Background: an optimization exercise with open tools, aiming at small area and a short achievable clock period. Do not read the settings as production practice. In this exercise RTL edits were held to simulation tests only and were not proved equivalent to the original. Power is estimated from default activity; no workload was simulated.

`flow/flow/run.sh`:
```
#!/bin/bash
# Standard ORFS layout, with plain buffers on the ports, smaller clock
# buffers and no CTS dummy loads, and timing repair aimed below the period.
set -euo pipefail
bash standard.sh \
  "BUFFER_PORTS_ARGS=-buffer_cell sky130_fd_sc_hd__buf_1" \
  "CTS_ARGS=-sink_clustering_enable -repair_clock_nets -dont_use_dummy_load -buf_list {sky130_fd_sc_hd__clkbuf_8 sky130_fd_sc_hd__clkbuf_16} -sink_clustering_size 20 -sink_clustering_max_diameter 80" \
  "SETUP_SLACK_MARGIN=18.75" \
  finish > make.log 2>&1
```
`flow/standard.sh`:
```
#!/bin/bash
# synth_recipe.tcl (not shown) runs the flow's synth.tcl, then flattens the netlist and writes it again
# the make line also repeats each setting of config.mk as NAME=value (left out here)
make -C /OpenROAD-flow-scripts/flow DESIGN_CONFIG=/design/flow/config.mk WORK_HOME=/design/flow/orfs CLKGATE_MAP_FILE= SYNTH_SCRIPT=/design/flow/synth_recipe.tcl "${@:-finish}"
```
`flow/config.mk`:
```
export PLATFORM = sky130hd
export DESIGN_NAME = eac32_inspect
export DESIGN_NICKNAME = eac32_inspect
export VERILOG_FILES = /design/flow/design.v
export SDC_FILE = /design/flow/constraint.sdc
export NUM_CORES = 4
export LEC_CHECK = 0
export ABC_CLOCK_PERIOD_IN_PS = 6000
export CAP_MARGIN = 20
export CORE_MARGIN = 2
export CORE_UTILIZATION = 60
export PLACE_DENSITY = 0.7
export SLEW_MARGIN = 20
```
`flow/constraint.sdc`:
```
create_clock -name core_clock -period 25.0 [get_ports {clk}]
set_input_delay 5.0000 -clock core_clock [delete_from_list [all_inputs] [get_ports {clk}]]
set_output_delay 5.0000 -clock core_clock [all_outputs]
set_load 0.01 [all_outputs]
```
`flow/design.v`:
```
module eac32_inspect (
    input  wire         clk,
    input  wire         rst,
    input  wire         in_valid,
    input  wire [127:0] in_data,
    input  wire [4:0]   in_nbytes,
    input  wire         in_last,
    output reg          rpt_valid,
    output wire [31:0]  rpt_magic,
    output wire [31:0]  rpt_sum,
    output wire [31:0]  rpt_err,
    output wire [31:0]  rpt_explen,
    output wire [31:0]  rpt_lenf,
    output wire [31:0]  rpt_lenb,
    output wire [31:0]  rpt_flags
);
    reg [127:0] d;           
    reg [4:0]   d_nb;
    reg         d_last;
    reg         d_v;         
    reg [31:0]  q;           
    reg         f1, f2;      
    reg         d_short;     
    wire [2:0]  in_nw = in_nbytes[4:2];
    wire        q_clr;
    wire        q_en  = (in_valid & f1 & (~in_last | (in_nw != 3'd0))) | q_clr;
    wire [3:0]  q_pick = {4{~q_clr}} & {in_nbytes[3:2] == 2'd3, in_nbytes[3:2] == 2'd2,
                                         in_nbytes[3:2] == 2'd1, in_nbytes[3:2] == 2'd0};
    wire [31:0] q_sel = (d[127:96] & {32{q_pick[1]}}) | (d[95:64] & {32{q_pick[2]}}) |
                        (d[63:32]  & {32{q_pick[3]}}) | (d[31:0]  & {32{q_pick[0]}});
    always @(posedge clk) begin
        d_nb   <= in_nbytes;
        d_last <= in_last;
        d_short <= ~f2 & ~(f1 & (in_nw != 3'd0));
        d_v    <= in_valid & ~rst;
        if (in_valid)
            d <= in_data;
        if (rst) begin
            f1 <= 1'b0;
            f2 <= 1'b0;
        end else if (in_valid) begin
            f1 <= ~in_last;
            f2 <= ~in_last & f1;
        end
        if (q_en)
            q <= q_sel;
    end
    reg [31:0] acc;
    reg [29:0] lenb;
    reg [31:0] magic;
    reg        fresh;        
    wire [2:0] d_nw = d_nb[4:2];
    wire [31:0] m0 = d[127:96] & {32{d_v & (d_nw != 3'd0)}};
    wire [31:0] m1 = d[95:64]  & {32{d_v & (d_nw[2] | d_nw[1])}};
    wire [31:0] m2 = d[63:32]  & {32{d_v & (d_nw[2] | (d_nw[1] & d_nw[0]))}};
    wire [31:0] m3 = d[31:0]   & {32{d_v & d_nw[2]}};
    wire [31:0] a0 = acc & {32{~fresh}};
    function [63:0] csa;
        input [31:0] x, y, z;
        reg   [31:0] s, c, h;
        begin
            h = x ^ y;
            s = h ^ z;
            c = (x & y) | (z & h);
            csa = {c[30:0], c[31], s};
        end
    endfunction
    wire [63:0] l1 = csa(m0, m1, m2);
    wire [63:0] l2 = csa(l1[31:0], l1[63:32], m3);
    wire [63:0] l3 = csa(l2[31:0], l2[63:32], a0);
    reg  [31:0] acc_n;
    reg  [31:0] pg, pp, ng, np, cin;
    integer     lv, b;
    always @(*) begin
        pg = l3[31:0] & l3[63:32];
        pp = l3[31:0] ^ l3[63:32];
        for (lv = 0; lv < 5; lv = lv + 1) begin
            ng = pg;
            np = pp;
            for (b = 0; b < 32; b = b + 1)
                if ((b >> lv) & 1) begin
                    ng[b] = pg[b] | (pp[b] & pg[((b >> lv) << lv) - 1]);
                    np[b] = pp[b] & pp[((b >> lv) << lv) - 1];
                end
            pg = ng;
            pp = np;
        end
        cin = {pg[30:0] | (pp[30:0] & {31{pg[31]}}), pg[31]};
        acc_n = l3[31:0] ^ l3[63:32] ^ cin;
    end
    wire        ld_last = d_v & d_last;
    wire [25:0] lhi     = lenb[29:4] & {26{~fresh}};
    reg  [25:0] lcy;
    integer     lb;
    always @(*) begin
        lcy[0] = d_v & (~d_last | d_nb[4]);
        for (lb = 1; lb < 26; lb = lb + 1)
            lcy[lb] = lcy[lb-1] & lhi[lb-1];
    end
    wire [25:0] lhi_n   = lhi ^ lcy;
    wire [29:0] lenb_n  = {lhi_n, ld_last ? d_nb[3:0] : 4'd0};
    wire        ld_magic = d_v & fresh;
    reg         small_r, large_r;    
    wire        small_n = ld_magic ? (m0[31:16] == 16'h1111) : small_r;
    wire        large_n = ld_magic ? (m0[31:16] == 16'h1114) : large_r;
    wire        mok_n   = small_n | large_n;
    wire        sok_n   = (small_n & (lenb_n == 30'h0004_0000)) |
                          (large_n & (lenb_n == 30'h0008_0000));
    wire        mp_n    = (lenb_n[29:2] != 28'd0);
    wire        kb_n    = (lenb_n[9:0] == 10'd0);
    wire        dw_n    = (lenb_n[1:0] == 2'd0);
    wire        a256_n  = (lenb_n[17:0] == 18'd0);
    wire        lp_n    = ~d_short;
    wire        lok_n   = lp_n & (q == {2'b00, lenb_n});
    wire        ck_n    = (&(l3[31:0] ^ l3[63:32])) | (&(l3[31:0] & l3[63:32]));
    assign q_clr = ld_last & d_short;
    reg [19:0] flags;
    always @(posedge clk) begin
        acc  <= acc_n;
        lenb <= lenb_n;
        if (ld_magic) begin
            magic   <= m0;
            small_r <= small_n;
            large_r <= large_n;
        end
        flags <= {3'd0, mok_n & ~sok_n, 6'd0,
                  ck_n, lok_n, lp_n, a256_n, kb_n, dw_n, sok_n, 1'b0, mok_n, mp_n};
        if (rst) begin
            fresh     <= 1'b1;
            rpt_valid <= 1'b0;
        end else begin
            if (d_v)
                fresh <= d_last;
            rpt_valid <= ld_last;
        end
    end
    assign rpt_magic  = magic;
    assign rpt_sum    = acc;
    assign rpt_err    = ~acc;
    assign rpt_explen = {12'd0, large_r, small_r, 18'd0};
    assign rpt_lenf   = q;
    assign rpt_lenb   = {2'b00, lenb};
    assign rpt_flags  = {12'd0, ~flags[8], ~flags[6], flags[16], ~flags[1], flags[15:3], large_r, flags[1:0]};
endmodule
```
==> results.tsv, run 1 <==
metric	value	unit
outcome	finished clean	
ys.flop_type	edfxtp_1	
fin_crit	6.24	ns
timing.rr.start	d_v	
hold_class	reg2reg	
crit_slowest_cell	edfxtp_1	
crit_path_start_kind	flop	
clk_latency	0.51	ns
rr_endpoint	rpt_flags[17]	
netlist_top_cells_count	edfxtp_1 (194), and2_1 (98), fa_1 (97)	
required	20.00	ns
fin_cells	1731	
fin_setup_tns	0	ns
clock-sinks	278	
worst_slack	18.76	ns
synth_async_sr_flop_share	0	
hold_start	d_short	
syn_area_per_cell	13.4	µm²
grt_pass1_wl	55800	µm
cts_made_buffers	17	
crit_path_end_kind	output port	
total_power	1.08	mW
avgViaCountPerCell	5.56	
ir_worst_vdd	0.0583	mV
syn_inst	1098	
dr.pass1.iters	6	
finalMaxSlewViolations	0	
yosysSeqAreaShare	0.509	
cts_tree	done	
multiInputGateArea	6780	µm²
routed_wl	37800	µm
ys_ff_latch	278	
die_area	25800	µm²
r2r_cells	33	
antenna_found_initial	1	
critPathArrivalTime	1.24	ns
synth_warnings	1	
r2r_slack	18.99	ns
worst-path-max-fanout	2	
die_w	161	µm
maxCapViolCount	0	
start_util	0.608	
rsz0062_at_grt	true	
grt_usage	0.290	
cts-htree-levels	1	
fin_crit_sh	0.249	
yosysTopAreaCellShare	0.395	
wl_per_cell	21.9	µm
antenna_left	0	
ioPinCount	362	
dp_cells	1706	
leakagePower	6.75	nW
worstHoldPathCells	1	
cp_top_family	flip-flops	
post-place-ws	17.91	ns
fmax	160	MHz
clockRootBuffer	clkbuf_16	
critPathMaxStageDelay	0.53	ns
drc	0	
critical_path_class	reg2out	
synthTopCellsByArea	edfxtp_1 (40%), fa_1 (13%), dfxtp_1 (11%), mux4_2 (4.9%), ha_1 (4.8%)	
tightest_slew	0.756	ns
setup_viol	0	
min_to	rpt_flags[7]	
cts_buffer_depth	3	
path_cells	buf_1	
routabilityCongestion	0.911	
synthToLayoutAreaGrowth	13.1	%
fin_nets	1699	
drive_gt1_frac	0.0761	
slew_headroom	0.496	
synth_cell_types	55	
grt_pass1_vias	9716	
die_h	161	µm
io_buffers	311	
finClkSkew	0.0318	ns
coreArea	24200	µm²
power_density	64.6	nW/µm²
n_fill_cell	1876	
post-route-util	0.687	
cp_num_buf_inv	1	
initialDrtViolationCount	810	
place_hpwl	28100	µm
clkTransAtPathRegs	0.08	ns
rows	57	
num_vias	9630	
seq_area	7520	µm²
synth_edf_count	194	
hold_viol	0	
synth.most_common_cell	edfxtp_1	
syn_area	14700	µm²
grt-ovfl-total	0	
grt_start_max_net_pins	75	
netlist.top_cell.by_area	edfxtp_1	
==> cells by family (layout without fill, tap and decap cells) <==
group	count (synthesis)	in the layout	synth area share
XOR/XNOR	60	60	0.0357
AO/OA/AOI/OAI	81	82	0.0395
buffers and inverters	143	401	0.0504
multiplexers	32	32	0.0489
other	1	51	0.000254
AND/OR/NAND/NOR	349	349	0.136
adder cells (fa/ha/maj)	154	154	0.180
flip-flops	278	278	0.509
==> where the power goes <==
part | switching [mW] | internal (mW)
registers | 0.0328 | 0.541
logic | 0.148 | 0.0901
clock network | 0.143 | 0.122
total | 0.323 | 0.752
==> how the worst max path moves through the flow <==
stage	start	endpoint	depth (start not counted)
3_3_place_gp	in_valid	d[125]	3
6_report	q[16]	rpt_lenf[16]	1
3_5_place_dp	in_valid	f1	5
2_1_floorplan	in_nbytes[2]	q[0]	6
4_1_cts	d_v	rpt_flags[17]	33
5_1_grt	d_v	rpt_flags[17]	33
==> per-stage QoR <==
stage / cell area, µm² / hold slack (ns)
floorplan: 15000 / 0.362
global placement: 16100 / 0.405
detailed placement: 16100 / 0.398
CTS: 16500 / 0.410
global route: 16700 / 0.430
finish: 16700 / 0.408
==> timing repair <==
action	CTS	global route
endpoints found under the setup margin	94	37
gates resized for setup	7	20
buffers inserted	0	6
cloned	0	1
endpoints found under the hold margin	0	0
hold buffers	0	0
pin swaps	1	6
==> final cells by class <==
cell class              instances  area share
multi-input cells             727       0.407
well taps                     324      0.0243
repair buffers                329      0.0794
clock buffers                  17      0.0255
flip-flops and latches        278       0.451
diodes                          1    0.000150
inverters                      55      0.0124
==> worst register-to-register path, delay by kind of cell (launching register included) <==
family	cells	cell delay [ns]
flops	1	0.33
compound gates	2	0.19
simple gates	5	0.78
fa+ha+maj	25	4.54
buf+inv	1	0.07
==> flip-flops by register name (all words and copies together) (netlist names), 5 cells and up <==
signal,cells
acc,32
d,128
d_nb,5
lenb,30
magic,32
q,32
rpt_flags,10
==> routing by layer <==
metal	global-route usage	part of all wire
met4	0.0885	0.029
met3	0.0584	0.10
met5	0	0
met1	0.407	0.40
met2	0.464	0.47
==> placed cells by master, fill, tap and decap left out, types with 3 or more instances in the layout <==
cell,n
a211oi_1,4
xor2_1,24
o21bai_1,3
buf_4,14
ha_2,7
edfxtp_1,194
and3_1,41
mux4_2,32
nand2b_1,4
buf_6,4
nor2b_1,63
inv_1,54
a21o_1,6
clkbuf_16,17
nor3_1,11
o211ai_1,3
nor4_1,13
o21ai_0,12
fa_1,97
buf_1,308
nand4_1,19
and4_1,4
and2_1,98
nand2_1,18
nand3_1,5
dfxtp_1,81
nor2_1,54
nand3b_1,4
or2_2,3
xnor2_1,34
a21oi_1,27
ha_1,49
conb_1,50
==> run 2, diff against run 1 <==
--- a/flow/flow/run.sh
+++ b/flow/flow/run.sh
@@ -5,5 +5,5 @@
 bash standard.sh \
   "BUFFER_PORTS_ARGS=-buffer_cell sky130_fd_sc_hd__buf_1" \
   "CTS_ARGS=-sink_clustering_enable -repair_clock_nets -dont_use_dummy_load -buf_list {sky130_fd_sc_hd__clkbuf_8 sky130_fd_sc_hd__clkbuf_16} -sink_clustering_size 20 -sink_clustering_max_diameter 80" \
-  "SETUP_SLACK_MARGIN=18.75" \
+  "SETUP_SLACK_MARGIN=18.9" SKIP_REPAIR_TIE_FANOUT=1 \
   finish > make.log 2>&1
==> run 2 against run 1 <==
Against the previous run:
- still clean
- sequential power rose by 1%
- utilization grew 1.4 points
- via count grew 2.1%
- total power rose by 2.6%
- synthesized cell count did not move
- combinational power increased by 7%
- final cell count down 1.1%
- sequential share of layout area is 0.72 points lower
- routed wire length is 5.6% higher
- worst setup slack got worse by 0.032 ns
- register-to-register slack improved by 0.12 ns
- global-route usage grew 1.6 points
- critical endpoint is now rpt_lenf[15]
- largest cell class unchanged
==> results.tsv, run 2 <==
metric	value	unit
outcome	finished clean	
ctsHoldBuffers	0	
final_cell_mix	buf_1 (253), edfxtp_1 (194), and2_1 (98)	
crit_path_start_kind	flop	
mostFrequentLayoutCell	buf_1	
grt_pass1_vias	9815	
finClkSkew	0.0549	ns
ys_ff_latch	278	
fin_crit	6.27	ns
cp_top_family	flip-flops	
ys.flop_type	edfxtp_1	
cts_made_buffers	18	
routed_wl	39900	µm
power_density	64.9	nW/µm²
die_area	25800	µm²
hold_class	reg2reg	
wl_per_cell	23.3	µm
synthMuxAreaShare	0.0489	
crit_path_end_kind	output port	
cts-htree-levels	1	
worst-path-max-fanout	2	
clockRootBuffer	clkbuf_16	
yosys.area_share.adder	0.180	
place_area	15900	µm²
swShare	0.298	
fmax	160	MHz
netlist_top_cells_count	edfxtp_1 (194), and2_1 (98), fa_1 (97)	
critPathMaxStageDelay	0.57	ns
yosysTopAreaCellShare	0.395	
synthTopCellsByArea	edfxtp_1 (40%), fa_1 (13%), dfxtp_1 (11%), mux4_2 (4.9%), ha_1 (4.8%)	
synthSimpleGateAreaFrac	0.136	
critPathArrivalTime	1.27	ns
setup_viol	0	
fin_setup_tns	0	ns
netlist.top_cell.by_area	edfxtp_1	
cts_tree	done	
n_antenna_cell	0	
syn_area	14700	µm²
routabilityCongestion	0.930	
yosysSeqAreaShare	0.509	
path_cells	clkbuf_2	
critical_path_class	reg2out	
largest-register	d	
clk_latency	0.51	ns
maxCapViolCount	0	
clkTransAtPathRegs	0.08	ns
synth-compound-area-share	0.0395	
finalMaxSlewViolations	0	
die_w	161	µm
synth.most_common_cell	edfxtp_1	
synth_cell_types	55	
antenna_left	0	
tightest_slew	0.719	ns
grt_pass1_wl	58400	µm
io_buffers	311	
place_hpwl	29400	µm
grt_start_max_net_pins	74	
synthToLayoutAreaGrowth	15.3	%
largest_reg_flops	128	
synth_edf_count	194	
synth_warnings	1	
num_vias	9834	
die_h	161	µm
grt_usage	0.306	
p_int	0.775	mW
rsz0062_at_grt	true	
n_fill_cell	1792	
ir_worst_vdd	0.0564	mV
start_util	0.608	
syn_area_per_cell	13.4	µm²
synth_top_family_by_area	adder cells	
combPwrFrac	0.231	
hold_viol	0	
syn_inst	1098	
ioPinCount	362	
grt-ovfl-total	0	
cts_buffer_depth	3	
seq_area	7540	µm²
antenna_found_initial	0	
synth_async_sr_flop_share	0	
dr.pass1.iters	5	
switchingPower	0.329	mW
seqPwrFrac	0.524	
synth_xor_area_frac	0.0357	
power_frac_clock	0.245	
rows	57	
required	20.00	ns
coreArea	24200	µm²
initialDrtViolationCount	863	
fin_area	17000	µm²
leakagePower	6.90	nW
drive_gt1_frac	0.178	
clock-sinks	278	
avgViaCountPerCell	5.74	
cp_num_buf_inv	1	
fin_nets	1681	
fin_crit_sh	0.251	
drc	0	
crit_slowest_cell	edfxtp_1	
multiInputGateArea	6690	µm²
slew_headroom	0.520	
==> run 2: cell counts after synthesis <==
No cell type changed its count.
==> run 2: final cells by class <==
class / instances / area share
multi-input cells: 678 / 0.393
repair buffers: 359 / 0.100
inverters: 55 / 0.0121
clock buffers: 18 / 0.0265
flip-flops and latches: 278 / 0.444
well taps: 324 / 0.0238
==> run 2: power groups by stage <==
stage	Sequential [mW]	Combinational [mW]	Clock, mW
after floorplan	0.580	0.145	0
after detailed placement	0.584	0.233	0
final	0.579	0.255	0.271
after global placement	0.583	0.231	0
after CTS	0.576	0.244	0.277
after global routing	0.582	0.276	0.291
==> run 2: final timing paths <==
check                             start      endpoint  slack, ns  depth (start not counted)
worst min-delay path                 f2       d_short       0.42                          1
worst max register to register  d_nb[4]       acc[27]      19.11                         18
worst min register to register       f2       d_short       0.42                          1
worst max-delay path              q[15]  rpt_lenf[15]      18.73                          1
==> run 2: per-stage QoR <==
stage | cells | util | power, mW | hold WS [ns] | worst slack [ns]
after global placement | 1657 | 0.655 | 0.814 | 0.400 | 18.02
after detailed placement | 1657 | 0.655 | 0.816 | 0.413 | 17.96
after floorplan | 1098 | - | 0.725 | 0.362 | 18.77
after global routing | 1712 | 0.701 | 1.15 | 0.445 | 18.73
after CTS | 1690 | 0.685 | 1.10 | 0.426 | 18.72
final | 1712 | 0.701 | 1.10 | 0.421 | 18.73
==> run 2: per-layer routing <==
layer	global-route usage	part of all wire
met4	0.0933	0.032
met2	0.502	0.48
met1	0.414	0.40
met3	0.0700	0.089
met5	0	0
==> run 2: repair_timing <==
| action | 4_1_cts | 5_1_grt |
|---|---|---|
| endpoints found under the setup margin | 171 | 124 |
| gates resized for setup | 66 | 93 |
| buffers inserted | 14 | 21 |
| cloned | 1 | 1 |
| pin swaps | 5 | 10 |
| hold endpoints to repair | 0 | 0 |
==> run 2: logic make-up (layout without fill, tap and decap cells) <==
kind of cell,after synthesis,in the layout
AND/OR/NAND/NOR,349,349
flip-flops,278,278
adder cells (fa/ha/maj),154,154
buffers and inverters,143,432
AO/OA/AOI/OAI,81,82
XOR/XNOR,60,60
multiplexers,32,32
other,1,1
==> run 3, diff against run 2 <==
--- a/flow/flow/run.sh
+++ b/flow/flow/run.sh
@@ -5,5 +5,5 @@
 bash standard.sh \
   "BUFFER_PORTS_ARGS=-buffer_cell sky130_fd_sc_hd__buf_1" \
   "CTS_ARGS=-sink_clustering_enable -repair_clock_nets -dont_use_dummy_load -buf_list {sky130_fd_sc_hd__clkbuf_8 sky130_fd_sc_hd__clkbuf_16} -sink_clustering_size 20 -sink_clustering_max_diameter 80" \
-  "SETUP_SLACK_MARGIN=18.9" SKIP_REPAIR_TIE_FANOUT=1 \
+  "SETUP_SLACK_MARGIN=18.5" SKIP_REPAIR_TIE_FANOUT=1 \
   finish > make.log 2>&1
==> run 3 against run 2 <==
Against the previous run:
- sequential power shrank 1%
- via count down 2.1%
- clock power is 2% lower
- flip-flop and latch count is the same
- count of clock-buffer cells in the layout shrank 1
- utilization is 2.5 points lower
- sequential share of layout area rose by 1.5 points
- die area unchanged
- routed wire length shrank 3.3%
- clock skew down 0.018 ns
- worst setup slack worse by 0.046 ns
- final area fell by 3.6%
- critical endpoint is now q[9]
==> results.tsv, run 3 <==
metric	value	unit
grt_pass1_wl	58500	µm
antenna_found_initial	2	
die_w	161	µm
clkTransAtPathRegs	0.08	ns
start_util	0.608	
drc	0	
hold_class	reg2reg	
syn_area	14700	µm²
initialDrtViolationCount	732	
fmax	158	MHz
netlist_top_cells_count	edfxtp_1 (194), and2_1 (98), fa_1 (97)	
use_met3	0.0550	
fin_crit_sh	0.253	
synth_cell_types	55	
rsz0062_at_grt	true	
tightest_slew	0.814	ns
ys.flop_type	edfxtp_1	
ir_worst_vdd	0.0617	mV
finalMaxSlewViolations	0	
seqPwrFrac	0.532	
fin_crit	6.31	ns
cts-htree-levels	1	
yosysTopAreaCellShare	0.395	
antenna_left	0	
coreArea	24200	µm²
syn_area_per_cell	13.4	µm²
synthToLayoutAreaGrowth	11.2	%
cts_tree	done	
combPwrFrac	0.221	
grt_pass1_vias	10000	
multiInputGateArea	6530	µm²
grt_start_max_net_pins	64	
avgViaCountPerCell	5.73	
fin_setup_tns	0	ns
timing.rr.start	d_v	
crit_start	in_nbytes[3]	
crit_path_end_kind	flop	
largest-register	d	
synth_async_sr_flop_share	0	
critPathArrivalTime	6.44	ns
power_density	65.8	nW/µm²
die_area	25800	µm²
outcome	finished clean	
die_h	161	µm
swShare	0.302	
path_cells	clkbuf_2 -> buf_4 -> nor3_1 -> nand2_1 -> a31o_4	
wl_per_cell	23.0	µm
place_hpwl	28800	µm
ys_ff_latch	278	
ioPinCount	362	
mostFrequentLayoutCell	buf_1	
dr.pass1.iters	4	
timing.hold.ws	0.417	ns
slew_headroom	0.458	
grt_use_met1	0.417	
yosysSeqAreaShare	0.509	
setup.worst_path.end	q[9]	
io_buffers	311	
seq_area	7510	µm²
switchingPower	0.326	mW
grt_usage	0.303	
r2r_slack	18.79	ns
crit_slowest_cell	buf_4	
required	25.13	ns
synthTopCellsByArea	edfxtp_1 (40%), fa_1 (13%), dfxtp_1 (11%), mux4_2 (4.9%), ha_1 (4.8%)	
synth_edf_count	194	
rows	57	
grt-busiest-layer	met2	
routabilityCongestion	0.913	
syn_inst	1098	
setup_viol	0	
ctsHoldBuffers	0	
worst-path-max-fanout	35	
cts_buffer_depth	3	
place_area	15900	µm²
hold_viol	0	
clock-sinks	278	
num_vias	9630	
routed_wl	38600	µm
final_cell_mix	buf_1 (308), edfxtp_1 (194), and2_1 (98)	
rr_endpoint	rpt_flags[17]	
finClkSkew	0.0366	ns
fin_cells	1681	
p_int	0.752	mW
synth_warnings	1	
critPathMaxStageDelay	0.54	ns
dp_cells	1657	
clockRootBuffer	clkbuf_16	
grt-ovfl-total	0	
crit_path_start_kind	primary input	
critical_path_class	in2reg	
n_fill_cell	1848	
power_frac_clock	0.247	
maxCapViolCount	0	
largest_reg_flops	128	
grt_use_met2	0.502	
drive_gt1_frac	0.0657	
netlist.top_cell.by_area	edfxtp_1	
clk_latency	0.52	ns
fin_nets	1648	
fin_area	16400	µm²
leakagePower	6.59	nW
r2r_cells	33	
synth.most_common_cell	edfxtp_1	
cts_made_buffers	17	
total_power	1.08	mW
-- run 3: changes by cell type in the layout (fill, tap and decap cells not counted), moves of 21 or more --
cell,before,now
ha_1,36,57
dfxtp_1,60,82
clkbuf_2,32,2
buf_1,253,308
buf_4,41,16
-- run 3: how the worst min path moves through the flow --
stage / start / endpoint / slack, ns / depth (start not counted)
2_1_floorplan: d_short / rpt_flags[7] / 0.36 / 1
3_3_place_gp: d_short / rpt_flags[7] / 0.39 / 1
3_5_place_dp: d_short / rpt_flags[7] / 0.40 / 1
4_1_cts: d_short / rpt_flags[7] / 0.41 / 1
5_1_grt: d_short / rpt_flags[7] / 0.44 / 1
6_report: d_short / rpt_flags[7] / 0.42 / 1
-- run 3: cells by family (layout without fill, tap and decap cells) --
logic type	count (synthesis)	count (layout)	synth area share
simple gates	349	349	0.136
flops	278	278	0.509
fa+ha+maj	154	154	0.180
buf+inv	143	400	0.0504
compound gates	81	81	0.0395
xor+xnor	60	60	0.0357
mux	32	32	0.0489
other cells	1	3	0.000254
-- run 3: cell type report --
| type | instances | area share |
|---|---|---|
| Timing Repair Buffer | 328 | 0.0796 |
| Antenna cell | 2 | 0.000305 |
| Multi-Input combinational cell | 677 | 0.398 |
| Tap cell | 324 | 0.0247 |
| Inverter | 55 | 0.0126 |
| Clock buffer | 17 | 0.0260 |
| Sequential cell | 278 | 0.458 |
-- run 3: worst max-delay path: cells and delay by family --
kind            cells  cell delay, ns
compound gates      1            0.54
buf+inv             2            0.62
simple gates        2            0.24
-- run 3: per-stage QoR --
step	setup slack (ns)	util
floorplan	18.50	-
global placement	18.22	0.655
detailed placement	18.19	0.655
CTS	18.55	0.673
global route	18.38	0.676
finish	18.69	0.676
-- run 3: power by group through the flow --
stage / sequential (mW) / clock [mW] / combinational [mW]
2_1_floorplan: 0.580 / 0 / 0.143
3_3_place_gp: 0.583 / 0 / 0.232
3_5_place_dp: 0.583 / 0 / 0.234
4_1_cts: 0.573 / 0.271 / 0.237
5_1_grt: 0.576 / 0.285 / 0.261
6_report: 0.573 / 0.266 / 0.239
-- run 3: timing repair --
item | 4_1_cts | 5_1_grt
setup endpoints to repair | 2 | 4
resized for setup | 1 | 5
buffers inserted | 0 | 5
pin swaps | 0 | 1
-- run 3: per-layer routing --
| layer | share of wire | up-vias |
|---|---|---|
| li1 | - | 4305 |
| met1 | 0.41 | 4776 |
| met2 | 0.48 | 477 |
| met3 | 0.084 | 70 |
| met4 | 0.030 | 2 |
| met5 | 0.00028 | - |
==> run 4, diff against run 3 <==
--- a/flow/flow/run.sh
+++ b/flow/flow/run.sh
@@ -5,5 +5,5 @@
 bash standard.sh \
   "BUFFER_PORTS_ARGS=-buffer_cell sky130_fd_sc_hd__buf_1" \
   "CTS_ARGS=-sink_clustering_enable -repair_clock_nets -dont_use_dummy_load -buf_list {sky130_fd_sc_hd__clkbuf_8 sky130_fd_sc_hd__clkbuf_16} -sink_clustering_size 20 -sink_clustering_max_diameter 80" \
-  "SETUP_SLACK_MARGIN=18.5" SKIP_REPAIR_TIE_FANOUT=1 \
+  "SETUP_SLACK_MARGIN=18.65" SKIP_REPAIR_TIE_FANOUT=1 \
   finish > make.log 2>&1
==> run 4 against run 3 <==
Against the previous run:
- synthesized area unchanged
- final area increased by 0.15%
- still clean on timing, DRC and antenna
- final cell count about the same
- total power decreased by 0.22%
- first-iteration DRC count increased by 6.8%
- via count decreased by 0.20%
- clock skew decreased by 0.023 ns
- register-to-register slack improved by 0.13 ns
- combinational power about the same
==> results.tsv, run 4 <==
metric	value	unit
finalMaxSlewViolations	0	
min_to	d_short	
start_util	0.608	
path_cells	buf_1	
setup_viol	0	
die_area	25800	µm²
mostFrequentLayoutCell	buf_1	
wl_per_cell	22.5	µm
clockRootBuffer	clkbuf_16	
syn_inst	1098	
finClkSkew	0.0133	ns
critPathArrivalTime	1.26	ns
maxCapViolCount	0	
hold_class	reg2reg	
fin_nets	1648	
grt_start_max_net_pins	65	
power_density	65.6	nW/µm²
critPathMaxStageDelay	0.57	ns
required	20.00	ns
r2r_cells	32	
ir_worst_vdd	0.0578	mV
synth_warnings	1	
slew_headroom	0.485	
ys.flop_type	edfxtp_1	
ioPinCount	362	
initialDrtViolationCount	782	
rows	57	
ctsHoldBuffers	0	
coreArea	24200	µm²
yosysSeqAreaShare	0.509	
antenna_found_initial	2	
post-place-ws	18.20	ns
largest_reg_flops	128	
synthTopCellsByArea	edfxtp_1 (40%), fa_1 (13%), dfxtp_1 (11%), mux4_2 (4.9%), ha_1 (4.8%)	
worst_slack	18.74	ns
largest-register	d	
total_power	1.08	mW
netlist.top_cell.by_area	edfxtp_1	
place_area	15900	µm²
clock-sinks	278	
worstHoldPathCells	1	
tightest_slew	0.766	ns
drive_gt1_frac	0.0701	
antenna_left	0	
place_hpwl	29100	µm
io_buffers	311	
crit_path_end_kind	output port	
fin_area	16400	µm²
num_vias	9611	
cp.depth	1	
cts_buffer_depth	3	
grt_usage	0.294	
drc	0	
critical_path_class	reg2out	
synthToLayoutAreaGrowth	11.4	%
r2r_slack	18.92	ns
hold_start	f2	
outcome	finished clean	
cts-htree-levels	1	
yosysTopAreaCellShare	0.395	
grt_pass1_wl	56500	µm
synth_edf_count	194	
rsz0062_at_grt	false	
clkTransAtPathRegs	0.08	ns
fin_crit_sh	0.251	
timing.rr.start	d_last	
die_h	161	µm
fin_setup_tns	0	ns
final_cell_mix	buf_1 (308), edfxtp_1 (194), and2_1 (98)	
grt-ovfl-total	0	
routabilityCongestion	0.900	
cp_num_buf_inv	1	
synth.most_common_cell	edfxtp_1	
synth_cell_types	55	
die_w	161	µm
netlist_top_cells_count	edfxtp_1 (194), and2_1 (98), fa_1 (97)	
cp_top_family	flip-flops	
avgViaCountPerCell	5.72	
cts_tree	done	
crit_path_start_kind	flop	
fmax	160	MHz
leakagePower	6.58	nW
grt_pass1_vias	9813	
hold_viol	0	
cts_made_buffers	17	
ys_ff_latch	278	
clk_latency	0.50	ns
fin_crit	6.26	ns
syn_area	14700	µm²
routed_wl	37800	µm
synth_async_sr_flop_share	0	
crit_slowest_cell	edfxtp_1	
dr.pass1.iters	7	
syn_area_per_cell	13.4	µm²
worst-path-max-fanout	2	
rr_endpoint	rpt_flags[17]	
timing.hold.ws	0.413	ns
run 4: per-layer routing:
metal  wire length (µm)  GRT usage  vias up
li1                   -          -     4297
met1              14700      0.384     4737
met2              18200      0.484      499
met3               3540     0.0656       78
met4               1490      0.120        0
met5                  0          0        -
run 4: worst max-delay path by stage:
stage | startpoint | to
after CTS | q[12] | rpt_lenf[12]
after detailed placement | in_nbytes[3] | q[15]
final | q[12] | rpt_lenf[12]
after global placement | in_nbytes[3] | q[12]
after global routing | d_last | rpt_flags[17]
after floorplan | in_nbytes[3] | q[0]
run 4: cell families after synthesis:
logic type / synth area share
and+or+nand+nor: 0.136
other: 0.000254
muxes: 0.0489
adders and majority gates: 0.180
xor gates and xnor gates: 0.0357
buffers and inverters: 0.0504
AOI/OAI and AO/OA: 0.0395
DFF: 0.509
run 4: what timing repair did:
action,4_1_cts,5_1_grt
hold endpoints to repair,0,0
setup buffers,1,4
setup endpoints to repair,4,4
resized for setup,2,11
pin swaps,0,5
run 4: final cells by class:
class	instances	area (µm²)
multi-input cells	677	6560
inverters	55	206
flip-flops and latches	278	7510
diodes	1	2.50
repair buffers	328	1300
fillers	1837	7840
clock buffers	17	425
well taps	324	405
run 4: power by group:
| group | switching [mW] | internal (mW) |
|---|---|---|
| clock | 0.143 | 0.122 |
| sequential | 0.0329 | 0.541 |
| combinational | 0.148 | 0.0896 |
| total | 0.324 | 0.752 |
run 4: through the flow:
stage,cells,util
3_5_place_dp,1657,0.655
4_1_cts,1675,0.673
5_1_grt,1680,0.677
6_report,1680,0.677
2_1_floorplan,1098,-
3_3_place_gp,1657,0.655
==> run 5, diff against run 4 <==
==> flow/flow/run.sh (replaced) <==
#!/bin/bash
# Standard ORFS layout, with plain buffers on the ports, smaller clock
# buffers and no CTS dummy loads, and timing repair aimed below the period.
set -euo pipefail
bash standard.sh \
  "BUFFER_PORTS_ARGS=-buffer_cell sky130_fd_sc_hd__buf_1" \
  "CTS_ARGS=-sink_clustering_enable -repair_clock_nets -dont_use_dummy_load -buf_list {sky130_fd_sc_hd__clkbuf_16} -sink_clustering_size 25 -sink_clustering_max_diameter 120" \
  "SETUP_SLACK_MARGIN=18.65" SKIP_REPAIR_TIE_FANOUT=1 \
  finish > make.log 2>&1
==> run 5 against run 4 <==
Against the previous run:
- critical path type unchanged
- still clean on timing, DRC and antenna
- non-clock buffer count did not move
- die area unchanged
- final area decreased by 0.34%
- total power shrank 1.7%
- worst setup slack worse by 0.035 ns
- flip-flop and latch count is the same
- final cell count decreased by 0.12%
- synthesized area did not move
- critical path depth did not move
==> results.tsv, run 5 <==
metric	value	unit
crit_slowest_cell	edfxtp_1	
synth.most_common_cell	edfxtp_1	
mostFrequentLayoutCell	buf_1	
power_frac_clock	0.233	
clkTransAtPathRegs	0.10	ns
ir_worst_vdd	0.0587	mV
hold_start	f2	
cts-htree-levels	1	
cp_top_family	flip-flops	
fin_crit	6.30	ns
netlist.top_cell.by_area	edfxtp_1	
combPwrFrac	0.225	
avgViaCountPerCell	5.69	
die_area	25800	µm²
grt_pass1_wl	56300	µm
maxUsedRoutingLayer	met4	
rr_endpoint	rpt_flags[17]	
synthTopCellsByArea	edfxtp_1 (40%), fa_1 (13%), dfxtp_1 (11%), mux4_2 (4.9%), ha_1 (4.8%)	
syn_area	14700	µm²
dr.pass1.iters	5	
min_to	d_short	
crit_path_start_kind	flop	
clock-sinks	278	
critPathArrivalTime	1.30	ns
syn_area_per_cell	13.4	µm²
critical_path_class	reg2out	
wl_per_cell	22.5	µm
grt_usage	0.293	
finClkSkew	0.0632	ns
met1Wirelength	14700	µm
fmax	159	MHz
num_vias	9540	
maxCapViolCount	0	
r2r_slack	18.83	ns
drc	0	
cts_made_buffers	15	
seq_area	7510	µm²
hold_viol	0	
fin_crit_sh	0.252	
synth_async_sr_flop_share	0	
synth_edf_count	194	
ioPinCount	362	
largest-register	d	
timing.hold.ws	0.414	ns
synth_cell_types	55	
fin_setup_tns	0	ns
largest_reg_flops	128	
slew_headroom	0.486	
netlist_top_cells_count	edfxtp_1 (194), and2_1 (98), fa_1 (97)	
cts_tree	done	
yosysSeqAreaShare	0.509	
power_density	64.7	nW/µm²
multiInputGateArea	6550	µm²
antenna_found_initial	2	
n_fill_cell	1854	
dr_wl_met2	18200	µm
tightest_slew	0.765	ns
post-route-util	0.675	
grt-ovfl-total	0	
rsz0062_at_grt	false	
routed_wl	37800	µm
required	20.00	ns
crit_path_end_kind	output port	
r2r_cells	32	
clk_latency	0.50	ns
syn_inst	1098	
ys.flop_type	edfxtp_1	
coreArea	24200	µm²
path_cells	buf_1	
switchingPower	0.319	mW
finalMaxSlewViolations	0	
critPathMaxStageDelay	0.60	ns
hold_class	reg2reg	
worst-path-max-fanout	2	
antenna_left	0	
synthToLayoutAreaGrowth	11.0	%
ys_ff_latch	278	
initialDrtViolationCount	755	
grt_start_max_net_pins	65	
drive_gt1_frac	0.0680	
leakagePower	6.56	nW
die_h	161	µm
place_hpwl	29100	µm
worstHoldPathCells	1	
die_w	161	µm
cts_buffer_depth	3	
io_buffers	311	
timing.rr.start	fresh	
routabilityCongestion	0.900	
setup_viol	0	
seqPwrFrac	0.542	
grt_pass1_vias	9777	
outcome	finished clean	
rows	57	
start_util	0.608	
final_cell_mix	buf_1 (308), edfxtp_1 (194), and2_1 (98)	
p_int	0.738	mW
clockRootBuffer	clkbuf_16	
fin_nets	1646	
swShare	0.302	
yosysTopAreaCellShare	0.395	
cp_num_buf_inv	1	
met3_length	3340	µm
synth_warnings	1	
## run 5: cell counts after synthesis
No cell type changed its count.
## run 5: layout make-up
type | instances | area share
antenna | 1 | 0.000153
clock buffer | 15 | 0.0229
inverter | 55 | 0.0126
multi-input combinational | 677 | 0.401
sequential | 278 | 0.459
tap | 324 | 0.0248
timing repair buffer | 328 | 0.0795
## run 5: worst max path at each step
stage | from | to | slack [ns] | depth (start not counted)
2_1_floorplan | in_nbytes[3] | q[0] | 18.66 | 6
3_3_place_gp | in_nbytes[3] | q[12] | 18.23 | 5
3_5_place_dp | in_nbytes[3] | q[15] | 18.20 | 5
4_1_cts | q[12] | rpt_lenf[12] | 18.70 | 1
5_1_grt | d_last | rpt_flags[17] | 18.55 | 32
6_report | q[12] | rpt_lenf[12] | 18.70 | 1
## run 5: per-stage QoR
| step | cell area (µm²) | cells | setup WS [ns] | power (mW) |
|---|---|---|---|---|
| after floorplan | 14800 | 1098 | 18.66 | 0.723 |
| after global placement | 15900 | 1657 | 18.23 | 0.815 |
| after detailed placement | 15900 | 1657 | 18.20 | 0.818 |
| after CTS | 16300 | 1673 | 18.70 | 1.06 |
| after global routing | 16400 | 1678 | 18.55 | 1.10 |
| final | 16400 | 1678 | 18.70 | 1.06 |
## run 5: power by group through the flow
stage | sequential, mW | clock, mW | combinational, mW
after CTS | 0.574 | 0.251 | 0.237
after global routing | 0.577 | 0.265 | 0.260
after detailed placement | 0.584 | 0 | 0.234
after global placement | 0.584 | 0 | 0.232
after floorplan | 0.580 | 0 | 0.143
final | 0.574 | 0.247 | 0.238
## run 5: kinds of logic (layout without fill, tap and decap cells)
logic type | count (synthesis) | in the layout | share of synthesized area
AOI/OAI and AO/OA | 81 | 81 | 0.0395
xor gates and xnor gates | 60 | 60 | 0.0357
adders and majority gates | 154 | 154 | 0.180
buffers and inverters | 143 | 398 | 0.0504
DFF | 278 | 278 | 0.509
muxes | 32 | 32 | 0.0489
other | 1 | 2 | 0.000254
and+or+nand+nor | 349 | 349 | 0.136
## run 5: repair_timing
action                     4_1_cts  5_1_grt
setup endpoints to repair        4        4
resized for setup                2       10
hold buffers                     0        0
setup buffers                    1        4
pin swaps                        0        4
cloned                           0        0
## run 5: metal layers
layer,GRT usage,vias up
li1,-,4297
met5,0,-
met4,0.112,0
met1,0.386,4675
met3,0.0584,80
met2,0.486,488
==> run 6, diff against run 5 <==
==> flow/flow/run.sh (replaced) <==
#!/bin/bash
# Standard ORFS layout, with plain buffers on the ports, smaller clock
# buffers and no CTS dummy loads, and timing repair aimed below the period.
set -euo pipefail
bash standard.sh \
  "BUFFER_PORTS_ARGS=-buffer_cell sky130_fd_sc_hd__buf_1" \
  "CTS_ARGS=-sink_clustering_enable -repair_clock_nets -dont_use_dummy_load -buf_list {sky130_fd_sc_hd__clkbuf_16} -sink_clustering_size 30 -sink_clustering_max_diameter 200" \
  "SETUP_SLACK_MARGIN=18.65" \
  finish > make.log 2>&1
==> run 6 against run 5 <==
Against the previous run:
- combinational power hardly changed
- count of clock-buffer cells in the layout fell by 2
- routed wire length down 0.28%
- worst setup slack better by 0.051 ns
- sequential share of layout area down 0.67 points
- clock power decreased by 6%
- non-clock buffer count grew 2
==> results.tsv, run 6 <==
metric	value	unit
place_area	16100	µm²
grt_pass1_vias	9705	
rsz0062_at_grt	true	
fin_setup_tns	0	ns
io_buffers	311	
die_area	25800	µm²
drive_gt1_frac	0.0678	
synthTopCellsByArea	edfxtp_1 (40%), fa_1 (13%), dfxtp_1 (11%), mux4_2 (4.9%), ha_1 (4.8%)	
cts_buffer_depth	3	
tightest_slew	0.743	ns
ys.flop_type	edfxtp_1	
grt_usage	0.288	
die_h	161	µm
fin_nets	1695	
cts_tree	done	
critPathArrivalTime	6.38	ns
mostFrequentLayoutCell	buf_1	
yosysTopAreaCellShare	0.395	
wl_per_cell	21.8	µm
largest-register	d	
routabilityCongestion	0.915	
fin_area	16600	µm²
crit_slowest_cell	a31o_4	
ir_worst_vdd	0.0561	mV
fin_crit_sh	0.250	
fmax	160	MHz
place_hpwl	28200	µm
syn_area_per_cell	13.4	µm²
synthToLayoutAreaGrowth	12.6	%
coreArea	24200	µm²
clkTransAtPathRegs	0.11	ns
crit_path_start_kind	primary input	
antenna_found_initial	1	
initialDrtViolationCount	794	
critPathMaxStageDelay	0.54	ns
avgViaCountPerCell	5.61	
grt_pass1_wl	55400	µm
synth.most_common_cell	edfxtp_1	
setup_viol	0	
grt-ovfl-total	0	
crit_path_end_kind	flop	
drc	0	
ioPinCount	362	
hold_class	reg2reg	
syn_inst	1098	
dr.pass1.iters	5	
rows	57	
die_w	161	µm
yosysSeqAreaShare	0.509	
cts_made_buffers	13	
worst-path-max-fanout	35	
clockRootBuffer	clkbuf_16	
critical_path_class	in2reg	
grt_start_max_net_pins	73	
routed_wl	37700	µm
clk_latency	0.50	ns
final_cell_mix	buf_1 (308), edfxtp_1 (194), and2_1 (98)	
synth_warnings	1	
maxCapViolCount	0	
num_vias	9682	
ys_ff_latch	278	
finalMaxSlewViolations	0	
synth_cell_types	55	
leakagePower	6.75	nW
largest_reg_flops	128	
fin_crit	6.25	ns
netlist_top_cells_count	edfxtp_1 (194), and2_1 (98), fa_1 (97)	
power_density	62.9	nW/µm²
start_util	0.608	
path_cells	clkbuf_2 -> buf_4 -> nor3_1 -> nand2_1 -> a31o_4	
finClkSkew	0.0658	ns
cts-htree-levels	1	
clock-sinks	278	
required	25.13	ns
ctsHoldBuffers	0	
netlist.top_cell.by_area	edfxtp_1	
synth_edf_count	194	
timing.hold.ws	0.430	ns
hold_viol	0	
slew_headroom	0.504	
synth_async_sr_flop_share	0	
outcome	finished clean	
antenna_left	0	
syn_area	14700	µm²
[run 6: per-layer routing]
metal | global-route usage | wire [µm]
met5 | 0 | 0
met4 | 0.0864 | 1190
met3 | 0.0568 | 3420
met2 | 0.462 | 17600
met1 | 0.407 | 15500
[run 6: cells by family (layout without fill, tap and decap cells)]
| kind of cell | after synthesis | in the layout | synth area share |
|---|---|---|---|
| and+or+nand+nor | 349 | 349 | 0.136 |
| buffers and inverters | 143 | 398 | 0.0504 |
| DFF | 278 | 278 | 0.509 |
| AOI/OAI and AO/OA | 81 | 81 | 0.0395 |
| adders and majority gates | 154 | 154 | 0.180 |
| other | 1 | 51 | 0.000254 |
| xor gates and xnor gates | 60 | 60 | 0.0357 |
| muxes | 32 | 32 | 0.0489 |
[run 6: path summary, 6_finish.rpt]
check | startpoint | end | slack, ns | cells after the start
max | in_nbytes[2] | q[11] | 18.75 | 5
min | f2 | d_short | 0.43 | 1
min reg2reg | f2 | d_short | 0.43 | 1
max reg2reg | fresh | rpt_flags[17] | 18.92 | 33
[run 6: stage by stage]
stage / instances / utilization / power [mW] / worst slack, ns
floorplan: 1147 / - / 0.723 / 18.66
global placement: 1706 / 0.663 / 0.815 / 17.98
detailed placement: 1706 / 0.663 / 0.817 / 17.88
CTS: 1721 / 0.679 / 1.04 / 18.70
global route: 1726 / 0.684 / 1.09 / 18.56
finish: 1727 / 0.684 / 1.04 / 18.75
[run 6: area by class of cell]
type                       instances  area [µm²]
clock buffer                      13         325
multi-input combinational        726        6760
sequential                       278        7510
fill                            1827        7650
antenna                            1        2.50
timing repair buffer             330        1380
tap                              324         405
inverter                          55         206
[run 6: critical path: cells and delay by family]
kind | cells | cell delay (ns)
and+or+nand+nor | 2 | 0.21
buffers and inverters | 2 | 0.60
AOI/OAI and AO/OA | 1 | 0.54
[run 6: timing repair]
item                                    CTS  global route
pin swaps                                 0             6
gates cloned                              1             1
endpoints found under the setup margin   95            36
gates resized for setup                   7            15
setup buffers                             1             4
[run 6: power by group]
part / leakage (nW) / switching [mW] / internal [mW]
Combinational: 4.00 / 0.148 / 0.0912
Clock: 0.160 / 0.136 / 0.0944
Sequential: 2.58 / 0.0332 / 0.541
==> run 7, diff against run 6 <==
--- a/flow/design.v
+++ b/flow/design.v
@@ -23,11 +23,14 @@
     reg         d_short;     
     wire [2:0]  in_nw = in_nbytes[4:2];
     wire        q_clr;
-    wire        q_en  = (in_valid & f1 & (~in_last | (in_nw != 3'd0))) | q_clr;
-    wire [3:0]  q_pick = {4{~q_clr}} & {in_nbytes[3:2] == 2'd3, in_nbytes[3:2] == 2'd2,
-                                         in_nbytes[3:2] == 2'd1, in_nbytes[3:2] == 2'd0};
+    wire        q_en  = (in_valid & f1) | q_clr;
+    wire        q_keep = (in_nw == 3'd0);
+    wire [3:0]  q_pick = {4{~q_clr & ~q_keep}} &
+                         {in_nbytes[3:2] == 2'd3, in_nbytes[3:2] == 2'd2,
+                          in_nbytes[3:2] == 2'd1, in_nbytes[3:2] == 2'd0};
     wire [31:0] q_sel = (d[127:96] & {32{q_pick[1]}}) | (d[95:64] & {32{q_pick[2]}}) |
-                        (d[63:32]  & {32{q_pick[3]}}) | (d[31:0]  & {32{q_pick[0]}});
+                        (d[63:32]  & {32{q_pick[3]}}) | (d[31:0]  & {32{q_pick[0]}}) |
+                        (q & {32{~q_clr & q_keep}});
     always @(posedge clk) begin
         d_nb   <= in_nbytes;
         d_last <= in_last;
==> flow/flow/run.sh (replaced) <==
#!/bin/bash
# Standard ORFS layout, with plain buffers on the ports, smaller clock
# buffers and no CTS dummy loads, and timing repair aimed below the period.
set -euo pipefail
bash standard.sh \
  "BUFFER_PORTS_ARGS=-buffer_cell sky130_fd_sc_hd__buf_1" \
  "CTS_ARGS=-sink_clustering_enable -repair_clock_nets -dont_use_dummy_load -buf_list {sky130_fd_sc_hd__clkbuf_8 sky130_fd_sc_hd__clkbuf_16} -sink_clustering_size 20 -sink_clustering_max_diameter 80" \
  "SETUP_SLACK_MARGIN=18.8" SKIP_REPAIR_TIE_FANOUT=1 \
  finish > make.log 2>&1
==> run 7 against run 6 <==
Against the previous run:
- worst setup slack better by 0.037 ns
- via count up 9.8%
- non-clock buffer count up 9
- clock skew down 0.041 ns
- synthesized area up 0.79%
- register-to-register slack better by 0.13 ns
- routed wire length up 15%
- first-iteration DRC count up 54%
- largest cell class unchanged
- largest power group unchanged
==> results.tsv, run 7 <==
metric	value	unit
outcome	finished clean	
routabilityCongestion	0.927	
fin_area	16600	µm²
die_h	161	µm
final_cell_mix	buf_1 (309), edfxtp_1 (194), fa_1 (97)	
ys.flop_type	edfxtp_1	
worst-path-max-fanout	2	
syn_inst	1196	
drc	0	
synthToLayoutAreaGrowth	11.7	%
grt_usage	0.331	
dr.pass1.iters	5	
critPathArrivalTime	1.21	ns
cp_top_family	flip-flops	
power_density	65.7	nW/µm²
avgViaCountPerCell	5.97	
clockRootBuffer	clkbuf_16	
crit_slowest_cell	edfxtp_1	
critical_path_class	reg2out	
setup_viol	0	
cts-htree-levels	1	
cp_num_buf_inv	1	
rsz0062_at_grt	true	
crit_path_start_kind	flop	
fin_nets	1749	
fin_crit	6.21	ns
grt_pass1_wl	63300	µm
synth_edf_count	194	
yosysSeqAreaShare	0.505	
cts_made_buffers	18	
ioPinCount	362	
ctsHoldBuffers	0	
n_fill_cell	1872	
cts_buffer_depth	3	
maxCapViolCount	0	
place_area	15900	µm²
synth_async_sr_flop_share	0	
rows	57	
antenna_left	0	
netlist.top_cell.by_area	edfxtp_1	
ys_ff_latch	278	
coreArea	24300	µm²
hold_viol	0	
synth_warnings	1	
leakagePower	6.81	nW
start_util	0.611	
syn_area_per_cell	12.4	µm²
path_cells	buf_1	
finalMaxSlewViolations	0	
die_w	161	µm
mostFrequentLayoutCell	buf_1	
worst_slack	18.79	ns
post-place-ws	17.84	ns
wl_per_cell	24.4	µm
finClkSkew	0.0250	ns
fin_crit_sh	0.248	
routed_wl	43500	µm
die_area	26000	µm²
tightest_slew	0.971	ns
initialDrtViolationCount	1221	
synthTopCellsByArea	edfxtp_1 (39%), fa_1 (13%), dfxtp_1 (11%), ha_1 (4.8%), and2_1 (4.0%)	
antenna_found_initial	1	
cts_tree	done	
clkTransAtPathRegs	0.09	ns
critPathMaxStageDelay	0.52	ns
fin_setup_tns	0	ns
yosysTopAreaCellShare	0.392	
grt-ovfl-total	0	
grt_start_max_net_pins	79	
slew_headroom	0.352	
total_power	1.09	mW
place_hpwl	32700	µm
synth_cell_types	65	
clk_latency	0.51	ns
required	20.00	ns
largest-register	d	
largest_reg_flops	128	
syn_area	14900	µm²
crit_path_end_kind	output port	
io_buffers	311	
hold_class	reg2reg	
num_vias	10600	
grt_pass1_vias	10300	
netlist_top_cells_count	edfxtp_1 (194), fa_1 (97), and2_1 (96)	
fmax	161	MHz
synth.most_common_cell	edfxtp_1	
drive_gt1_frac	0.0536	
ir_worst_vdd	0.0550	mV
clock-sinks	278	
[run 7: cell types whose count changed in the layout (fill, tap and decap cells not counted), sizes merged, moves of 16 or more]
cell / change
xnor2: -16
o21ai: +35
nor2b: -34
mux2i: +34
conb: -49
a221o: +32
nand2: +44
mux4: -32
[run 7: area by class of cell]
type | count | area [µm²] | share of cell area
Inverter | 60 | 225 | 0.0136
Clock buffer | 18 | 450 | 0.0271
Tap cell | 324 | 405 | 0.0244
Multi-Input combinational cell | 761 | 6600 | 0.398
Sequential cell | 278 | 7510 | 0.453
Antenna cell | 1 | 2.50 | 0.000151
Timing Repair Buffer | 339 | 1400 | 0.0842
[run 7: metal layers]
| layer | vias up | global-route usage | share of wire |
|---|---|---|---|
| met5 | - | 0 | 0 |
| met4 | 0 | 0.0832 | 0.025 |
| met3 | 83 | 0.0732 | 0.12 |
| met2 | 743 | 0.517 | 0.46 |
| met1 | 5138 | 0.479 | 0.40 |
| li1 | 4662 | - | - |
[run 7: stage by stage]
step / hold slack, ns / utilization / instances
after floorplan: 0.366 / - / 1196
after global placement: 0.378 / 0.656 / 1743
after detailed placement: 0.390 / 0.656 / 1743
after CTS: 0.408 / 0.677 / 1768
after global routing: 0.420 / 0.682 / 1781
final: 0.412 / 0.682 / 1781
[run 7: cells by family (layout without fill, tap and decap cells)]
| kind of cell | after synthesis | in the layout | synth area share |
|---|---|---|---|
| compound gates | 151 | 151 | 0.0724 |
| xor+xnor | 59 | 59 | 0.0348 |
| fa+ha+maj | 154 | 154 | 0.179 |
| buf+inv | 157 | 417 | 0.0538 |
| flops | 278 | 278 | 0.505 |
| mux | 35 | 35 | 0.0237 |
| other cells | 1 | 2 | 0.000252 |
| simple gates | 361 | 361 | 0.131 |
[run 7: path summary, 6_finish.rpt]
check | from | endpoint | slack [ns] | cells past startpoint
setup / recovery | q[14] | rpt_lenf[14] | 18.79 | 1
hold / removal | d_short | rpt_flags[7] | 0.41 | 1
setup reg to reg | lenb[4] | rpt_flags[17] | 19.05 | 32
hold reg to reg | d_short | rpt_flags[7] | 0.41 | 1
[run 7: power by group]
part           leakage, nW  switching, mW  internal, mW
clock network        0.222          0.149         0.128
registers             2.59         0.0271         0.540
logic                 4.01          0.156        0.0880
[run 7: what timing repair did]
item,in CTS,in global routing
setup buffers,7,12
gates resized for setup,6,6
endpoints found under the setup margin,120,39
pin swaps,0,1
==> run 8, diff against run 7 <==
--- a/flow/flow/run.sh
+++ b/flow/flow/run.sh
@@ -5,5 +5,5 @@
 bash standard.sh \
   "BUFFER_PORTS_ARGS=-buffer_cell sky130_fd_sc_hd__buf_1" \
   "CTS_ARGS=-sink_clustering_enable -repair_clock_nets -dont_use_dummy_load -buf_list {sky130_fd_sc_hd__clkbuf_8 sky130_fd_sc_hd__clkbuf_16} -sink_clustering_size 20 -sink_clustering_max_diameter 80" \
-  "SETUP_SLACK_MARGIN=18.8" SKIP_REPAIR_TIE_FANOUT=1 \
+  "SETUP_SLACK_MARGIN=18.65" SKIP_REPAIR_TIE_FANOUT=1 \
   finish > make.log 2>&1
--- a/flow/config.mk
+++ b/flow/config.mk
@@ -9,5 +9,6 @@
 export CAP_MARGIN = 20
 export CORE_MARGIN = 2
 export CORE_UTILIZATION = 60
+export GPL_TIMING_DRIVEN = 0
 export PLACE_DENSITY = 0.7
 export SLEW_MARGIN = 20
==> run 8 against run 7 <==
Against the previous run:
- utilization up 2.1 points
- total power up 0.57%
- critical path depth up 5
- worst hold slack better by 0.0045 ns
- register-to-register slack worse by 0.18 ns
- critical path type is now in2reg
==> results.tsv, run 8 <==
metric	value	unit
outcome	finished clean	
die_area	26000	µm²
cts_setup_buffers	0	
critPathArrivalTime	6.56	ns
mostFrequentLayoutCell	buf_1	
ys.flop_type	edfxtp_1	
wl_per_cell	23.8	µm
grt_pass1_wl	63800	µm
final_cell_mix	buf_1 (310), edfxtp_1 (194), fa_1 (97)	
synth.most_common_cell	edfxtp_1	
initialDrtViolationCount	1136	
critical_path_class	in2reg	
drive_gt1_frac	0.0784	
worst-path-max-fanout	10	
avgViaCountPerCell	5.83	
crit_path_end_kind	flop	
routed_wl	44200	µm
cts_tree	done	
synth-compound-area-share	0.0724	
synth_xor_area_frac	0.0348	
fin_crit	6.30	ns
seqPwrFrac	0.517	
synthTopCellsByArea	edfxtp_1 (39%), fa_1 (13%), dfxtp_1 (11%), ha_1 (4.8%), and2_1 (4.0%)	
synthSimpleGateAreaFrac	0.131	
fmax	159	MHz
synth_top_family_by_area	adder cells	
leakagePower	7.11	nW
io_buffers	311	
fin_nets	1824	
dr.pass1.iters	5	
fin_setup_tns	0	ns
finClkSkew	0.0293	ns
yosys.area_share.adder	0.179	
p_int	0.762	mW
grt_pass1_vias	10400	
tightest_slew	0.736	ns
hold_viol	0	
cp_num_buf_inv	3	
grt_usage	0.335	
cts-htree-levels	1	
path_cells	buf_1 -> clkbuf_1 -> clkbuf_2 -> mux2i_1 -> o21ai_0 -> a221o_1	
num_vias	10800	
yosysTopAreaCellShare	0.392	
crit_path_start_kind	primary input	
cts_buffer_depth	3	
slew_headroom	0.509	
rows	57	
routabilityCongestion	0.951	
grt_start_max_net_pins	51	
clockRootBuffer	clkbuf_16	
clkTransAtPathRegs	0.08	ns
antenna_left	0	
hold_class	reg2reg	
synth_async_sr_flop_share	0	
start_util	0.611	
swShare	0.304	
synthMuxAreaShare	0.0237	
ioPinCount	362	
setup_viol	0	
fin_crit_sh	0.252	
grt-ovfl-total	0	
synth_cell_types	65	
largest_reg_flops	128	
ys_ff_latch	278	
synthToLayoutAreaGrowth	15.1	%
synth_edf_count	194	
power_frac_clock	0.252	
netlist_top_cells_count	edfxtp_1 (194), fa_1 (97), and2_1 (96)	
total_power	1.10	mW
coreArea	24300	µm²
die_w	161	µm
timing.hold.ws	0.416	ns
antenna_found_initial	3	
clock-sinks	278	
combPwrFrac	0.231	
ir_worst_vdd	0.0605	mV
power_density	64.1	nW/µm²
critPathMaxStageDelay	0.47	ns
syn_area	14900	µm²
rsz0062_at_grt	false	
switchingPower	0.334	mW
maxCapViolCount	0	
cts_made_buffers	18	
syn_inst	1196	
largest-register	d	
yosysSeqAreaShare	0.505	
cp_top_family	buffers and inverters	
finalMaxSlewViolations	0	
drc	0	
required	25.26	ns
place_hpwl	35200	µm
syn_area_per_cell	12.4	µm²
synth_warnings	1	
netlist.top_cell.by_area	edfxtp_1	
crit_slowest_cell	clkbuf_2	
clk_latency	0.51	ns
die_h	161	µm
==> run 8: cell counts after synthesis <==
No cell type changed its count.
==> run 8: what timing repair did <==
item / CTS / global route
endpoints found under the setup margin: 33 / 8
pin swaps: 3 / 4
hold buffers: 0 / 0
resized for setup: 14 / 14
cloned: 0 / 0
==> run 8: stage by stage <==
| stage | setup slack, ns | utilization | instance area, µm² | instances |
|---|---|---|---|---|
| finish | 18.70 | 0.703 | 17100 | 1857 |
| global route | 18.64 | 0.703 | 17100 | 1856 |
| CTS | 18.68 | 0.702 | 17100 | 1855 |
| detailed placement | 17.90 | 0.681 | 16600 | 1837 |
| global placement | 12.81 | 0.675 | 16400 | 1831 |
| floorplan | 18.49 | - | 14900 | 1196 |
==> run 8: layout make-up <==
cell class | count | area, µm²
Multi-Input combinational cell | 761 | 6600
Clock buffer | 18 | 450
Antenna cell | 2 | 5.00
Buffer | 97 | 606
Fill cell | 1816 | 7220
Tap cell | 324 | 405
Sequential cell | 278 | 7510
Timing Repair Buffer | 317 | 1300
Inverter | 60 | 225
==> run 8: kinds of logic (layout without fill, tap and decap cells) <==
kind of cell	count (synthesis)	count (layout)
muxes	35	35
adders and majority gates	154	154
other	1	3
buffers and inverters	157	492
AOI/OAI and AO/OA	151	151
and+or+nand+nor	361	361
xor gates and xnor gates	59	59
DFF	278	278
==> run 8: path summary, 6_finish.rpt <==
path	from	endpoint	slack, ns	cells after the start
max reg2reg	d_v	acc[19]	18.87	17
max	in_nbytes[4]	q[8]	18.70	6
min reg2reg	f2	d_short	0.42	1
min	f2	d_short	0.42	1
==> run 8: metal layers <==
layer  part of all wire  GRT usage  routed length, µm  up-vias
li1                   -          -                  -     4828
met1               0.41      0.479              18100     5295
met2               0.46      0.533              20300      618
met3               0.11     0.0704               4760       78
met4              0.024     0.0775               1050        2
met5            0.00027          0                 12        -
==> run 8: power by group through the flow <==
stage | clock network, mW | registers [mW] | logic (mW)
6_report | 0.276 | 0.566 | 0.254
5_1_grt | 0.296 | 0.571 | 0.275
4_1_cts | 0.279 | 0.566 | 0.251
3_5_place_dp | 0 | 0.576 | 0.249
3_3_place_gp | 0 | 0.577 | 0.243
2_1_floorplan | 0 | 0.581 | 0.139
==> run 9, diff against run 8 <==
--- a/flow/config.mk
+++ b/flow/config.mk
@@ -9,6 +9,5 @@
 export CAP_MARGIN = 20
 export CORE_MARGIN = 2
 export CORE_UTILIZATION = 60
-export GPL_TIMING_DRIVEN = 0
 export PLACE_DENSITY = 0.7
 export SLEW_MARGIN = 20
==> run 9 against run 8 <==
Against the previous run:
- final cell count down 5.0%
- maximum frequency is 1.4% higher
- non-clock buffer count down 91
- global-route usage is 0.63 points lower
- critical path type is now reg2out
- worst setup slack better by 0.089 ns
- critical endpoint is now rpt_lenf[10]
- synthesized cell count unchanged
- flip-flop and latch count unchanged
==> results.tsv, run 9 <==
metric	value	unit
die_area	26000	µm²
crit_path_start_kind	flop	
antenna_left	0	
slew_headroom	0.366	
syn_area_per_cell	12.4	µm²
grt-ovfl-total	0	
rows	57	
clockRootBuffer	clkbuf_16	
crit_path_end_kind	output port	
worst-path-max-fanout	3	
ioPinCount	362	
grt_pass1_wl	63000	µm
timing.hold.ws	0.438	ns
cts_tree	done	
power_density	65.6	nW/µm²
netlist.top_cell.by_area	edfxtp_1	
fin_crit_sh	0.248	
avgViaCountPerCell	6.00	
dp_cells	1744	
critPathMaxStageDelay	0.51	ns
num_vias	10600	
yosysSeqAreaShare	0.505	
synthToLayoutAreaGrowth	10.9	%
grt_pass1_vias	10300	
fin_setup_tns	0	ns
fin_nets	1733	
use_met3	0.0501	
synth_async_sr_flop_share	0	
ctsHoldBuffers	0	
drive_gt1_frac	0.0431	
synth_warnings	1	
cts_buffer_depth	3	
synth_edf_count	194	
ir_worst_vdd	0.0590	mV
grt_use_met2	0.524	
mostFrequentLayoutCell	buf_1	
clkTransAtPathRegs	0.09	ns
io_buffers	311	
fin_cells	1764	
synth_xor_area_frac	0.0348	
place_hpwl	32800	µm
outcome	finished clean	
synth_top_family_by_area	adder cells	
n_antenna_cell	0	
dr.pass1.iters	6	
leakagePower	6.75	nW
routed_wl	43000	µm
largest_reg_flops	128	
maxCapViolCount	0	
largest-register	d	
synth_cell_types	65	
grt-busiest-layer	met2	
crit_slowest_cell	edfxtp_1	
drc	0	
final_cell_mix	buf_1 (309), edfxtp_1 (194), fa_1 (97)	
clk_latency	0.53	ns
die_h	161	µm
rsz0062_at_grt	false	
path_cells	buf_1	
critical_path_class	reg2out	
tightest_slew	0.949	ns
initialDrtViolationCount	1098	
die_w	161	µm
cp_top_family	flip-flops	
synthTopCellsByArea	edfxtp_1 (39%), fa_1 (13%), dfxtp_1 (11%), ha_1 (4.8%), and2_1 (4.0%)	
cts_made_buffers	18	
antenna_found_initial	0	
place_area	16000	µm²
ys_ff_latch	278	
finalMaxSlewViolations	0	
synth.most_common_cell	edfxtp_1	
cts-htree-levels	1	
netlist_top_cells_count	edfxtp_1 (194), fa_1 (97), and2_1 (96)	
clock-sinks	278	
fin_crit	6.21	ns
hold_class	reg2reg	
ys.flop_type	edfxtp_1	
hold_viol	0	
grt_use_met1	0.485	
routabilityCongestion	0.912	
cp_num_buf_inv	1	
worst_slack	18.79	ns
setup_viol	0	
fin_area	16500	µm²
synthSimpleGateAreaFrac	0.131	
total_power	1.08	mW
yosysTopAreaCellShare	0.392	
grt_usage	0.328	
syn_inst	1196	
synthMuxAreaShare	0.0237	
yosys.area_share.adder	0.179	
fmax	161	MHz
required	20.00	ns
coreArea	24300	µm²
post-route-util	0.677	
finClkSkew	0.0664	ns
critPathArrivalTime	1.21	ns
synth-compound-area-share	0.0724	
wl_per_cell	24.4	µm
grt_start_max_net_pins	69	
post-place-ws	17.97	ns
start_util	0.611	
syn_area	14900	µm²
==> run 9: cell families after synthesis <==
| group | after synthesis |
|---|---|
| adders and majority gates | 154 |
| other | 1 |
| muxes | 35 |
| xor gates and xnor gates | 59 |
| DFF | 278 |
| AOI/OAI and AO/OA | 151 |
| and+or+nand+nor | 361 |
| buffers and inverters | 157 |
==> run 9: worst reg2reg max path, delay by kind of cell, from the launching register on <==
family	cells	cell delay (ns)
adder cells (fa/ha/maj)	25	4.61
XOR/XNOR	2	0.53
AND/OR/NAND/NOR	2	0.44
flip-flops	1	0.36
==> run 9: final timing paths <==
kind | to | start | depth (start not counted) | slack (ns)
worst max register to register | rpt_flags[8] | lenb[4] | 29 | 18.99
worst min-delay path | d_short | f2 | 1 | 0.44
worst min register to register | d_short | f2 | 1 | 0.44
worst max-delay path | rpt_lenf[10] | q[10] | 1 | 18.79
==> run 9: area by class of cell <==
class,count,area [µm²]
fill,1855,7850
sequential,278,7510
multi-input combinational,761,6610
timing repair buffer,323,1270
clock buffer,18,450
tap,324,405
inverter,60,225
==> run 9: layer usage <==
metal,vias up,share of wire
met2,667,0.46
li1,4641,-
met5,-,0
met4,0,0.023
met1,5208,0.41
met3,72,0.10
==> run 9: power by group <==
group          switching (mW)  leakage [nW]  internal (mW)
Sequential             0.0280          2.59          0.541
Clock                   0.145         0.222          0.128
Combinational           0.153          3.94         0.0857
==> run 9: timing repair <==
item / CTS / global route
resized for setup: 1 / 10
endpoints found under the setup margin: 63 / 60
gates cloned: 0 / 0
pin swaps: 0 / 1
setup buffers: 0 / 2

afterwards: timing with drivers on the ports:
The results above use ideal ports. As a check the final layouts listed here were re-extracted and re-timed, cells and wires unchanged. Step 1 assumes that a clkbuf_16 drives the clock port and a buf_2 every other input. Step 2 moves the port delays by t, midway between the first and last clock arrival at a register: inputs arrive t later, outputs are due t later. That takes back most of the time a late clock gives input paths. Slacks: no drivers / after step 1 / after step 2; pairs: no drivers / after step 1.
| run | t, ns | setup slack, ns | clock arrival spread, ns | pins driven straight from the clock port |
|---|---|---|---|---|
| run 1 | 0.546 | 18.765 / 18.714 / 18.250 | 0.032 / 0.032 | 1 |
| run 2 | 0.530 | 18.733 / 18.682 / 18.472 | 0.055 / 0.055 | 1 |
| run 3 | 0.552 | 18.686 / 18.679 / 18.137 | 0.039 / 0.038 | 1 |
| run 4 | 0.546 | 18.736 / 18.686 / 18.194 | 0.014 / 0.014 | 1 |
| run 5 | 0.516 | 18.702 / 18.653 / 18.207 | 0.063 / 0.063 | 1 |
| run 6 | 0.519 | 18.753 / 18.732 / 18.238 | 0.067 / 0.066 | 1 |
| run 7 | 0.548 | 18.790 / 18.740 / 18.308 | 0.025 / 0.026 | 1 |
| run 8 | 0.551 | 18.701 / 18.698 / 18.146 | 0.029 / 0.029 | 1 |
| run 9 | 0.542 | 18.789 / 18.740 / 18.314 | 0.066 / 0.067 | 1 |
After both steps every run listed still meets setup and hold. For run 8, which loses most, drivers alone change the setup slack by -0.003 ns; drivers and shift together by -0.555 ns.
